From an optimization exercise on the open Yosys and OpenROAD flow, aimed at small area, a short achievable clock period and few clock cycles; shortcuts taken in it are not production practice.
Function was checked by simulation only, so behaviour that the tests miss may differ from the original.
Power is estimated from default activity; no workload was simulated.

Design htfv, start of the top module:
module htfv (
    input  wire        clk,
    input  wire        rst,
    input  wire        op_valid,
    input  wire [31:0] op,
    output wire        op_ready,
    input  wire [4:0]  raddr,
    output reg  [31:0] rdata
);
    localparam [1:0] S_IDLE = 2'd0, S_RECV = 2'd1, S_DONE = 2'd2, S_FAIL = 2'd3;
    localparam [1:0] C_NONE = 2'd0, C_RST = 2'd1, C_CONV = 2'd2, C_READ = 2'd3;
    localparam [2:0] E_OK = 3'd0, E_CHECKSUM = 3'd1, E_BUS = 3'd2, E_SEQUENCE = 3'd3,
                     E_RANGE = 3'd4, E_NOT_VALID = 3'd5, E_ILLEGAL = 3'd6;
    reg [7:0]  devaddr;
    reg        lock;
    reg [1:0]  cmd;
    reg [7:0]  acc;
    reg        match;
    reg [1:0]  fstate;
    reg [4:0]  count, idx;
    reg [1:0]  pos;
    reg [7:0]  hi, lo, fcrc;
    reg        ckerr, ferr;
    reg [3:0]  erridx;
    reg [15:0] word [0:15];
    reg [23:0] res;
    reg [23:0] cnum;
    reg [2:0]  ecode;
    assign op_ready = 1'b1;
    wire [7:0]  grp    = op[31:24];
    wire [7:0]  op_idx = op[23:16];
    wire [15:0] imm    = op[15:0];
    wire [7:0]  b      = op[7:0];
    wire z_idx = (op_idx == 8'h00);
    wire z_hi  = (op[15:8] == 8'h00);
    wire z_b   = (b == 8'h00);
    wire f_none = z_idx & z_hi & z_b;    
    wire f_byte = z_idx & z_hi;          
    wire f_word = z_idx;                 
    wire f_ix   = z_hi & z_b;            
    wire is_nop      = (grp == 8'h00) & f_none;
    wire is_cmd      = ((grp == 8'h10) | (grp == 8'h11) | (grp == 8'h12)) & f_none;
    wire is_cfg_addr = (grp == 8'h1F) & f_byte;
    wire is_crc_init = (grp == 8'h20) & f_none;
    wire is_crc_byte = (grp == 8'h21) & f_byte;
    wire is_crc_cmp  = (grp == 8'h22) & f_byte;
    wire is_crc_word = (grp == 8'h23) & f_word;
    wire is_frm_start= (grp == 8'h30) & f_byte;
    wire is_frm_byte = (grp == 8'h31) & f_byte;
  ...
Size in the first run: ~1700 cells after synthesis, roughly 370 flip-flops, about 73 I/O pins, ~21000 µm² of cells after synthesis.
clock: 30.0 ns
lec_check: 0
cap_margin: 20
core_margin: 2
core_utilization: 30
slew_margin: 20
run.sh (not shown) runs the stock make flow with config.mk's settings and CLKGATE_MAP_FILE= SYNTH_SCRIPT=/design/flow/synth_recipe.tcl, a recipe that flattens the netlist after the stock synthesis.
Testbench counts at the start, summed over its fixed seeds: cycles 13,426.
Rerun with:
==> flow/flow/run.sh (new file) <==
#!/bin/bash
# Layout flow: the standard ORFS flow (standard.sh, synthesis unchanged), with
# repair_timing asked to leave extra setup margin so that it shortens the critical
# paths further than the 30 ns clock alone would make it. The constraints (clock,
# I/O delays, loads) are the design's own. TNS_END_PERCENT=0 keeps the repair on the
# worst paths only. Each make run's full output goes to a log file in this folder;
# ORFS's per-step logs stay under orfs/logs.
set -euo pipefail
bash standard.sh SETUP_SLACK_MARGIN=17.5 TNS_END_PERCENT=0 finish > standard_finish.log 2>&1
==> flow/standard.sh (new file) <==
#!/bin/bash
# synth_recipe.tcl (not shown) runs the flow's synth.tcl, then flattens the netlist and writes it again
# the make line also repeats each setting of config.mk as NAME=value (left out here)
make -C /OpenROAD-flow-scripts/flow DESIGN_CONFIG=/design/flow/config.mk WORK_HOME=/design/flow/orfs CLKGATE_MAP_FILE= SYNTH_SCRIPT=/design/flow/synth_recipe.tcl "${@:-finish}"
removed: flow/run.sh
The new run went through all stages and came out clean.
Sequential share of layout area goes down by 0.71 points.
Register-to-register slack loses 0.05 ns.
Clock skew goes down by 0.0066 ns.
Non-clock buffer count goes up by 35.
Worst setup slack gains 1.5 ns.
Area after synthesis does not change.
Combinational power goes up by about 3%.
Total power goes up by 1.0%.
Routed wire length goes up by 1.7%.

---

## wip/onyx
Another version of the RTL of htfv (not shown whole).
Size: about 1700 cells after synthesis, about 360 flip-flops, about 73 I/O pins, roughly 21000 um2 of cells after synthesis.
// htfv
module htfv (
    input  wire        clk,
    input  wire        rst,
    input  wire        op_valid,
    input  wire [31:0] op,
    output wire        op_ready,
    input  wire [4:0]  raddr,
    output reg  [31:0] rdata
);
Settings: LEC_CHECK=0, CAP_MARGIN=20, CORE_MARGIN=2, CORE_UTILIZATION=65, PLACE_DENSITY=0.78, SLEW_MARGIN=60; clock period 30.0 ns.
standard.sh (not shown) runs the stock make flow with config.mk's settings and CLKGATE_MAP_FILE= SYNTH_SCRIPT=/design/flow/synth_recipe.tcl, a recipe that flattens the netlist after the stock synthesis.
==> flow/flow/run.sh <==
#!/bin/bash
# Layout flow: the standard ORFS flow (standard.sh, synthesis unchanged), with
#  - repair_timing asked to leave extra setup margin (SETUP_SLACK_MARGIN) so that it
#    shortens the critical paths further than the 30 ns clock alone would make it;
#    TNS_END_PERCENT=0 keeps that repair on the worst paths only;
#  - every port still buffered, with the smallest buffer (repair upsizes the
#    critical ones);
#  - clock tree from clkbuf_8 cells, without dummy balancing loads, sinks
#    clustered by up to 15 within 60 um.
# The constraints (clock, I/O delays, loads) are the design's own. Each make run's
# full output goes to a log file in this folder; ORFS's per-step logs stay under
# orfs/logs.
set -euo pipefail
bash standard.sh \
  SETUP_SLACK_MARGIN=17.5 \
  TNS_END_PERCENT=0 \
  "BUFFER_PORTS_ARGS=-buffer_cell sky130_fd_sc_hd__buf_1" \
  "CTS_ARGS=-sink_clustering_enable -repair_clock_nets -dont_use_dummy_load -buf_list sky130_fd_sc_hd__clkbuf_8 -sink_clustering_size 15 -sink_clustering_max_diameter 60" \
  finish > standard_finish.log 2>&1
No stage failed in wip/onyx, and the final checks on the layout all came back clean.
Testbench counts of wip/onyx, summed over its fixed seeds: cycles 13,426.
[inputs] wip/willow vs wip/onyx
Settings: CORE_UTILIZATION now 30, was 65; SLEW_MARGIN now 20, was 60; PLACE_DENSITY no longer set, was 0.78.
diff --git a/flow/flow/run.sh b/flow/flow/run.sh
--- a/flow/flow/run.sh
+++ b/flow/flow/run.sh
@@ -8,2 +8 @@
-#  - clock tree from clkbuf_8 cells, without dummy balancing loads, sinks
-#    clustered by up to 15 within 60 um.
+#  - clock tree from clkbuf_8 cells, without dummy balancing loads.
@@ -18 +17 @@
-  "CTS_ARGS=-sink_clustering_enable -repair_clock_nets -dont_use_dummy_load -buf_list sky130_fd_sc_hd__clkbuf_8 -sink_clustering_size 15 -sink_clustering_max_diameter 60" \
+  "CTS_ARGS=-sink_clustering_enable -repair_clock_nets -dont_use_dummy_load -buf_list sky130_fd_sc_hd__clkbuf_8" \
Findings:
- Status: worst slack on hold paths parity (wip/willow, wip/onyx)
- In wip/willow, the non-clock buffer count came out 1 below the value in wip/onyx.
- Diff wip/onyx -> wip/willow | global-route wire length before repair | up by a few percent
- Detailed route, wip/willow vs wip/onyx: via total lower for wip/willow
- Changes observed in wip/willow relative to wip/onyx: layout-stage area growth over the synthesis result went up by 4.4 points; number of buffer and inverter instances along the worst setup path went up by 1; die area went up by about 110%; clock transition at the register clock pins on the worst setup and hold paths after CTS was more or less identical.
- The launching element of the worst setup path comes out raddr[3] in one run and raddr[2] in the other, namely in wip/onyx and wip/willow respectively.
diff inputs: wip/willow => wip/xenon
diff --git a/flow/flow/run.sh b/flow/flow/run.sh
--- a/flow/flow/run.sh
+++ b/flow/flow/run.sh
@@ -8 +8,2 @@
-#  - clock tree from clkbuf_8 cells, without dummy balancing loads.
+#  - clock tree from clkbuf_8 cells, without dummy balancing loads, sinks
+#    clustered by up to 15 within 60 um.
@@ -17 +18 @@
-  "CTS_ARGS=-sink_clustering_enable -repair_clock_nets -dont_use_dummy_load -buf_list sky130_fd_sc_hd__clkbuf_8" \
+  "CTS_ARGS=-sink_clustering_enable -repair_clock_nets -dont_use_dummy_load -buf_list sky130_fd_sc_hd__clkbuf_8 -sink_clustering_size 15 -sink_clustering_max_diameter 60" \
==> results.txt <==
Of wip/xenon and wip/willow, wip/willow shows the higher number of buffers and inverters on the critical path, with wip/xenon below it. Any difference in sum of routed wire length over all layers between wip/willow and wip/xenon is small enough to ignore. Of wip/xenon and wip/willow, the lower fraction of standard cell area that is sequential belongs to wip/willow. wip/xenon vs. wip/willow: hold slack essentially unchanged, aggregate global-route resource usage flat, clock distribution area overhead in the final layout lost 1.3 points. In the tables for wip/xenon and wip/willow, portion of total power attributed to sequential cells reads lower with wip/willow. Arrival time at the worst endpoint in wip/xenon vs wip/willow: down 0.08 ns. The lower layout overhead on the synthesized area came out of wip/xenon. Least setup slack across all paths after layout came out higher on wip/xenon than on wip/willow.
diff inputs: wip/xenon => wip/indigo
==> flow/flow/run.sh <==
#!/bin/bash
# Layout flow: the standard ORFS flow (standard.sh, synthesis unchanged), with
# repair_timing asked to leave extra setup margin so that it shortens the critical
# paths further than the 30 ns clock alone would make it. The constraints (clock,
# I/O delays, loads) are the design's own. TNS_END_PERCENT=0 keeps the repair on the
# worst paths only. Each make run's full output goes to a log file in this folder;
# ORFS's per-step logs stay under orfs/logs.
set -euo pipefail
bash standard.sh SETUP_SLACK_MARGIN=17.5 TNS_END_PERCENT=0 finish > standard_finish.log 2>&1
Findings:
- wip/indigo: done, clean on timing, DRC and antenna
- wip/indigo ended up with more standard cells than wip/xenon.
- Clock-buffer cell count was lower in wip/xenon than in wip/indigo.
- The fraction of the cycle the final worst path needs on wip/indigo is in line with that on wip/xenon.
- Half-perimeter wire length after detailed placement on wip/indigo is behind wip/xenon.
- The run with more routed wire is wip/indigo, not wip/xenon.
- NOTE first-iteration DRC count wip/xenon->wip/indigo increased slightly

---

Starting RTL as in the previous note.
Settings: LEC_CHECK=0, CAP_MARGIN=20, CORE_MARGIN=2, CORE_UTILIZATION=30, SLEW_MARGIN=60; clock period 30.0 ns.
==> flow/flow/run.sh <==
#!/bin/bash
# Layout flow: the standard ORFS flow (standard.sh, synthesis unchanged), with
#  - repair_timing asked to leave extra setup margin (SETUP_SLACK_MARGIN) so that it
#    shortens the critical paths further than the 30 ns clock alone would make it;
#    TNS_END_PERCENT=0 keeps that repair on the worst paths only;
#  - every port still buffered, with the smallest buffer (repair upsizes the
#    critical ones);
#  - clock tree from clkbuf_8 cells, without dummy balancing loads, sinks
#    clustered by up to 15 within 60 um.
# The constraints (clock, I/O delays, loads) are the design's own. Each make run's
# full output goes to a log file in this folder; ORFS's per-step logs stay under
# orfs/logs.
set -euo pipefail
bash standard.sh \
  SETUP_SLACK_MARGIN=17.5 \
  TNS_END_PERCENT=0 \
  "BUFFER_PORTS_ARGS=-buffer_cell sky130_fd_sc_hd__buf_1" \
  "CTS_ARGS=-sink_clustering_enable -repair_clock_nets -dont_use_dummy_load -buf_list sky130_fd_sc_hd__clkbuf_8 -sink_clustering_size 15 -sink_clustering_max_diameter 60" \
  finish > standard_finish.log 2>&1
Testbench counts at the start, summed over its fixed seeds: cycles 13,426.
Change:
--- a/flow/flow/run.sh
+++ b/flow/flow/run.sh
@@ -13,5 +13,5 @@
 set -euo pipefail
 bash standard.sh \
-  SETUP_SLACK_MARGIN=17.5 \
+  SETUP_SLACK_MARGIN=16.5 \
   TNS_END_PERCENT=0 \
   "BUFFER_PORTS_ARGS=-buffer_cell sky130_fd_sc_hd__buf_1" \
CORE_UTILIZATION = 65   (was 30)
PLACE_DENSITY = 0.78   (was default)
Result: Final area falls by a few percent; via count rises slightly; power falls by a few percent; utilization rises by 38 points; clock power falls by a little under a tenth; fmax rises slightly; global-route usage rises by 17 points.
Change:
--- a/flow/flow/run.sh
+++ b/flow/flow/run.sh
@@ -13,5 +13,5 @@
 set -euo pipefail
 bash standard.sh \
-  SETUP_SLACK_MARGIN=16.5 \
+  SETUP_SLACK_MARGIN=17.5 \
   TNS_END_PERCENT=0 \
   "BUFFER_PORTS_ARGS=-buffer_cell sky130_fd_sc_hd__buf_1" \
CORE_UTILIZATION = 50   (was 65)
PLACE_DENSITY = default   (was 0.78)
Result:
- The new run completed without violations
- clock skew came out higher by 0.029 ns
- cell area came out higher by 1.2%
- global-route usage came out lower by 7.9 points
- first-iteration DRC count came out lower by 31%
Change:
--- a/flow/flow/run.sh
+++ b/flow/flow/run.sh
@@ -13,5 +13,5 @@
 set -euo pipefail
 bash standard.sh \
-  SETUP_SLACK_MARGIN=17.5 \
+  SETUP_SLACK_MARGIN=18.5 \
   TNS_END_PERCENT=0 \
   "BUFFER_PORTS_ARGS=-buffer_cell sky130_fd_sc_hd__buf_1" \
CORE_UTILIZATION = 65   (was 50)
PLACE_DENSITY = 0.78   (was default)
Effect:
- routed wire length is lower by 0.64%
- utilization came out higher by 17 points
- final cell count decreases by 5.5%
- worst hold slack gets better by 0.013 ns
- worst setup slack gets better by 0.060 ns
- die area decreases by 23%
- combinational power stays flat
- cell area went down by 0.54%
- global-route usage went up by 8.0 points
Change:
--- a/flow/flow/run.sh
+++ b/flow/flow/run.sh
@@ -13,5 +13,5 @@
 set -euo pipefail
 bash standard.sh \
-  SETUP_SLACK_MARGIN=18.5 \
+  SETUP_SLACK_MARGIN=17.5 \
   TNS_END_PERCENT=0 \
   "BUFFER_PORTS_ARGS=-buffer_cell sky130_fd_sc_hd__buf_1" \
ABC_AREA = 1   (was default)
CORE_UTILIZATION = 50   (was 65)
PLACE_DENSITY = default   (was 0.78)
After rerunning: Total power rose by 9.8%; count of clock-buffer cells in the layout grows by 1; synthesized area rose by 2.3%; worst setup slack got worse by 0.0033 ns; core utilization fell by 16 points; clock skew is lower by 0.023 ns; register-to-register slack improves by 0.25 ns; worst hold slack loses 0.019 ns; die area is higher by 32%; fmax hardly moves; global-route usage falls by 3.7 points.

---

htfv again, from the RTL that the note above started with.
Design htfv, start of the top module:
module htfv (
    input  wire        clk,
    input  wire        rst,
    input  wire        op_valid,
    input  wire [31:0] op,
    output wire        op_ready,
    input  wire [4:0]  raddr,
    output reg  [31:0] rdata
);
Settings: LEC_CHECK=0, CAP_MARGIN=20, CORE_MARGIN=2, CORE_UTILIZATION=65, PLACE_DENSITY=0.78, SLEW_MARGIN=60; clock period 30.0 ns.
==> flow/flow/run.sh <==
#!/bin/bash
# Layout flow: the standard ORFS flow (standard.sh, synthesis unchanged), with
#  - repair_timing asked to leave extra setup margin (SETUP_SLACK_MARGIN) so that it
#    shortens the critical paths further than the 30 ns clock alone would make it;
#    TNS_END_PERCENT=0 keeps that repair on the worst paths only;
#  - every port still buffered, with the smallest buffer (repair upsizes the
#    critical ones);
#  - clock tree from clkbuf_8 cells, without dummy balancing loads, sinks
#    clustered by up to 12 within 50 um.
# The constraints (clock, I/O delays, loads) are the design's own. Each make run's
# full output goes to a log file in this folder; ORFS's per-step logs stay under
# orfs/logs.
set -euo pipefail
bash standard.sh \
  SETUP_SLACK_MARGIN=17.5 \
  TNS_END_PERCENT=0 \
  "BUFFER_PORTS_ARGS=-buffer_cell sky130_fd_sc_hd__buf_1" \
  "CTS_ARGS=-sink_clustering_enable -repair_clock_nets -dont_use_dummy_load -buf_list sky130_fd_sc_hd__clkbuf_8 -sink_clustering_size 12 -sink_clustering_max_diameter 50" \
  finish > standard_finish.log 2>&1
Testbench counts at the start, summed over its fixed seeds: cycles 13,426.
Next try:
--- a/flow/flow/run.sh
+++ b/flow/flow/run.sh
@@ -9 +9 @@
-#    clustered by up to 12 within 50 um.
+#    clustered by up to 15 within 60 um.
@@ -18 +18 @@
-  "CTS_ARGS=-sink_clustering_enable -repair_clock_nets -dont_use_dummy_load -buf_list sky130_fd_sc_hd__clkbuf_8 -sink_clustering_size 12 -sink_clustering_max_diameter 50" \
+  "CTS_ARGS=-sink_clustering_enable -repair_clock_nets -dont_use_dummy_load -buf_list sky130_fd_sc_hd__clkbuf_8 -sink_clustering_size 15 -sink_clustering_max_diameter 60" \
Settings changed: ABC_AREA from default to 1.
Utilization fell by 0.83 points.
Wire length rose by 16%.
Power rose by 4.6%.
Sequential power barely changes.
Next try:
Settings changed: ABC_AREA 1 to default, CORE_UTILIZATION 65 to 50, PLACE_DENSITY 0.78 to 0.7.
After rerunning: Power decreases by 7.7%; fmax decreases by 1.6%; wire length drops by 14%; worst setup slack loses 0.23 ns; utilization is lower by 17 points.
Next try:
--- a/flow/flow/run.sh
+++ b/flow/flow/run.sh
@@ -5,0 +6,2 @@
+#  - the buffers ABC put in are removed after synthesis (REMOVE_ABC_BUFFERS)
+#    and placement-time repair buffers as needed instead;
@@ -16,0 +19 @@
+  REMOVE_ABC_BUFFERS=1 \
Settings changed: CORE_UTILIZATION 50 to 65, PLACE_DENSITY 0.7 to 0.78.
- worst hold slack gets better by 0.0079 ns
- power grows by 0.70%
- synthesized cell count does not change
- routed wire length shrinks by 1.7%
- global-route usage grows by 7.8 points
- die area shrinks by 23%
- cell area is about the same
- register-to-register slack gets worse by 0.13 ns
- via count grows by 1.7%
- core utilization grows by 17 points

## separate check: timing with driven ports
Ports are ideal in the flow. The routed layouts listed here were re-timed in OpenROAD.
Step 1, drivers: a clkbuf_16 drives clk and a buf_2 each remaining input, both assumed.
Step 2, shift: input delay + t, output delay - t, t = (earliest + latest rising clock arrival at the registers) / 2. This alone moves slack from input paths to output paths.
Three values: no drivers, after step 1, after step 2; two values: the first two.
| run | t, ns | setup WS [ns] | worst setup path after step 2 | pins driven straight from the clock port |
|---|---|---|---|---|
| the first run of note 1 | 0.619 | 14.827 / 14.796 / 14.796 | input to output | 1 |
| the second run of note 1 | 0.626 | 16.321 / 16.265 / 16.265 | input to output | 1 |
| wip/onyx | 0.581 | 16.397 / 16.366 / 16.372 | input to output | 1 |
| wip/willow | 0.627 | 16.213 / 16.172 / 16.172 | input to output | 1 |
| wip/xenon | 0.592 | 16.290 / 16.235 / 16.251 | input to output | 1 |
| wip/indigo | 0.601 | 16.278 / 16.255 / 16.255 | input to output | 1 |
| the first run of note 3 | 0.598 | 16.243 / 16.203 / 16.203 | input to output | 1 |
| the second run of note 3 | 0.646 | 16.298 / 16.249 / 16.273 | input to output | 1 |
| the third run of note 3 | 0.587 | 16.337 / 16.313 / 16.313 | input to output | 1 |
| the fourth run of note 3 | 0.581 | 16.397 / 16.366 / 16.372 | input to output | 1 |
| the fifth run of note 3 | 0.625 | 16.394 / 16.375 / 16.375 | input to output | 1 |
| the first run of note 4 | 0.577 | 16.385 / 16.361 / 16.361 | input to output | 1 |
| the second run of note 4 | 0.660 | 16.464 / 16.412 / 16.447 | input to output | 1 |
| the third run of note 4 | 0.657 | 16.238 / 16.188 / 16.324 | input to output | 1 |
| the fourth run of note 4 | 0.591 | 16.400 / 16.348 / 16.454 | input to output | 1 |
After both steps setup and hold are still met in every run listed. The setup slack of the second run of note 1, which loses most, moves by -0.056 ns with the drivers and by -0.056 ns with both steps.
